This is an optimization exercise on Yosys and OpenROAD, whose aim is small area, not a production implementation.
In this exercise RTL edits were held to simulation tests only and were not proved equivalent to the original.
Power figures rest on the tool's default switching activity, not on a simulated workload.

Setup of violet:
## irrig_node
module irrig_node (
    input  wire       clk,
    input  wire       rst,
    input  wire       line_in,
    output wire       sw_drive,
    input  wire [7:0] moist,
    input  wire       rx_valid,
    input  wire [7:0] rx_data,
    output wire       tx_valid,
    output reg  [7:0] tx_data,
    output wire       zdata,
    output wire       zclk,
    output wire       zlatch
);
Size: about 660 cells after synthesis, roughly 74 flip-flops, roughly 33 I/O pins, ~0.0049 sq mm of cells after synthesis.
Settings: LEC_CHECK=0, CAP_MARGIN=20, CORE_MARGIN=2, CORE_UTILIZATION=65, CTS_BUF_LIST=sky130_fd_sc_hd__clkbuf_8, PLACE_DENSITY=0.75, SLEW_MARGIN=20; clock period 20.0 ns.
standard.sh (not shown) runs the stock make flow with config.mk's settings and CLKGATE_MAP_FILE= SYNTH_SCRIPT=/design/flow/synth_recipe.tcl, a recipe that flattens the netlist after the stock synthesis.
==> flow/flow/run.sh <==
#!/bin/bash
# Layout flow: the standard flow, except that synthesis maps the logic with an
# area-oriented ABC script (flow/abc_map.script) and leaves adders to ABC instead of
# the adder cell map. Everything from floorplan on is the standard flow unchanged.
set -euo pipefail
here=$(pwd)
# a private copy of the ORFS scripts, differing only in the ABC mapping script
rm -rf "$here/synth_scripts"
cp -r "$FLOW_HOME/scripts" "$here/synth_scripts"
cp "$here/flow/abc_map.script" "$here/synth_scripts/abc_speed.script"
bash standard.sh SCRIPTS_DIR="$here/synth_scripts" ADDER_MAP_FILE= synth > "$here/standard_synth.log" 2>&1
bash standard.sh finish > "$here/standard_finish.log" 2>&1
==> flow/flow/abc_map.script <==
strash
&get -n
&fraig -x
&put
scorr
dc2
strash
&get -n
&dch -f
&nf -R 1000 -p -C 32
&put
violet went all the way through the flow, and no timing, DRC or antenna check failed.
Edits applied to the flow inputs when going from violet to raven:
--- a/flow/design.v
+++ b/flow/design.v
@@ -33,13 +33,13 @@
     reg [7:0]  tmr;
     reg [7:0]  S;
     reg [15:0] R;
     reg        fs;        
     reg [1:0]  fh;
     reg [3:0]  ft, fu;
-    reg        cact, chalf;
+    reg        cact, lm;
     reg        ml;        
     reg [6:0]  txc;       
     localparam [6:0] TX_A = 7'd44, TX_V = 7'd127;    
     wire a_await = (st == S_AWAIT);
     wire a_start = (st == S_START);
     wire a_meas  = (st == S_MEAS);
@@ -139,28 +139,27 @@
             7'd43: tx_data = " ";
             7'd44: tx_data = {4'h3, zcur};
             default: tx_data = 8'h0A;
         endcase
     end
     wire       neg    = R[15];
-    wire       m_nz   = (R[14:8] != 7'd0);
-    wire       b_nz   = (R[7:0] != 8'd0);
-    wire       c_run  = cact && (m_nz || b_nz);
+    wire       t_full = (tmr == 8'd255);
+    wire       c_run  = cact && !t_full;
     wire [5:0] r      = S[5:0];
-    wire       rcarry = m_nz ? (r >= 6'd5) : (r >= 6'd41);
+    wire       rcarry = lm ? (r >= 6'd5) : (r >= 6'd41);
     reg  [7:0] r_op;
     always @(*) begin
-        case ({m_nz, rcarry})
+        case ({lm, rcarry})
             2'b11:   r_op = 8'hFB;    
             2'b10:   r_op = 8'd45;
             2'b01:   r_op = 8'hD7;    
             default: r_op = 8'd9;
         endcase
     end
     wire fin_corr = neg && (r == 6'd49) && (fs || mag_zero);
-    wire q_step   = cact && ((m_nz || b_nz) ? rcarry : fin_corr);
+    wire q_step   = cact && (!t_full ? rcarry : (lm && fin_corr));
     wire q_up     = !neg || fs || mag_zero;          
     reg [1:0] fh_n;
     reg [3:0] ft_n, fu_n;
     always @(*) begin
         fh_n = fh; ft_n = ft; fu_n = fu;
         if (q_up) begin
@@ -206,13 +205,13 @@
                 end
             end else begin
                 if (q_step) begin
                     fh <= fh_n; ft <= ft_n; fu <= fu_n;
                     if (neg && mag_zero) fs <= 1'b1;
                 end
-                if (!c_run)
+                if (t_full && lm)
                     cact <= 1'b0;
             end
             if (take && rxz != 4'd0)
                 zcur <= rxz;
             case (st)
                 S_AWAIT: if (rx_full) st <= S_START;
@@ -245,15 +244,20 @@
         if (a_await)
             tmr <= 8'd0;
         else if (a_start)
             tmr <= start_end ? 8'd0 : tmr_inc;
         else if (a_meas)
             tmr <= meas_end ? 8'd1 : tmr_inc;
-        else if (st == S_MOIST)
-            tmr <= moist;
-        else if (a_send && in_moist) begin
+        else if (st == S_CHECK)
+            tmr <= ~R[7:0];
+        else if (cact) begin
+            if (!t_full)
+                tmr <= tmr_inc;
+            else if (!lm)
+                tmr <= ~{R[14:8], 1'b0};
+        end else if (a_send && in_moist) begin
             if (write) tmr[3:0] <= 4'd0;
             else if (s_ge) tmr[3:0] <= tmr_inc[3:0];
         end else if (a_send && write && p == 7'd24)
             tmr[3:0] <= 4'd0;
         if (take)
             p <= 7'd0;
@@ -277,24 +281,21 @@
             end
         end else if (st == S_CHECK)
             S <= neg ? 8'd24 : 8'd25;
         else if (c_run)
             S <= s_sum[7:0];
         else if (a_send && write && p == 7'd24)
-            S <= tmr;
+            S <= R[7:0];
         else if (a_send && in_moist && !write && s_ge)
             S <= s_sum[7:0];
         if (a_meas) begin
             if (meas_end && bit_phase && !b4_phase) R <= {R[14:0], bitv};
-        end else if (cact) begin
-            if (m_nz) begin
-                if (chalf) R[14:8] <= R[14:8] - 7'd1;
-            end else if (b_nz) begin
-                R[7:0] <= R[7:0] - 8'd1;
-            end
-        end
-        if (st == S_CHECK) chalf <= 1'b0;
-        else if (cact && m_nz) chalf <= !chalf;
+        end else if (st == S_MOIST)
+            R[7:0] <= moist;
+        if (st == S_CHECK)
+            lm <= 1'b0;
+        else if (cact && t_full)
+            lm <= 1'b1;
         if (st == S_MOIST) ml <= 1'b0;
         else if (write && p == P_MH) ml <= 1'b1;
     end
 endmodule
==> summary.txt <==
[compare] base=violet new=raven: post-placement worst setup slack decreased by 51 ps relative to the old numbers, post-synthesis cell count went down, global-route usage shows a reduction of 0.20 points, slack of the critical path has decreased. Total of plain and repair buffers excluding clock buffers ended up about 3% lower on raven than on violet. Distinct cell type count after synthesis of raven falls short of that of violet slightly. Of raven and violet, the lower met1 global-route usage belongs to violet. Between violet and raven, portion of total power attributed to the clock network decreased. Summary of raven over violet: met1 wire length lost about 2.4%, die boundary width lost 0.82 um.

==> re-timing with driven ports <==
The flow's constraints put no driver on any port. The routed layouts listed below were extracted and timed again, unchanged, in two steps. Step 1, drivers: a clkbuf_16 drives clk and a buf_2 each remaining input, both assumed. Step 2 also shifts input and output timing later by t, the mid clock arrival at the registers, as if the neighbouring blocks saw the same clock. a / b / c = ideal ports / drivers / drivers and shift; a / b = the first two.
run | t, ns | setup slack, ns | hold WS [ns]
violet | 0.388 | 12.934 / 12.901 / 13.289 | 0.493 / 0.493 / 0.493
raven | 0.380 | 12.863 / 12.832 / 13.212 | 0.465 / 0.465 / 0.465
After both steps every run listed still meets setup and hold.
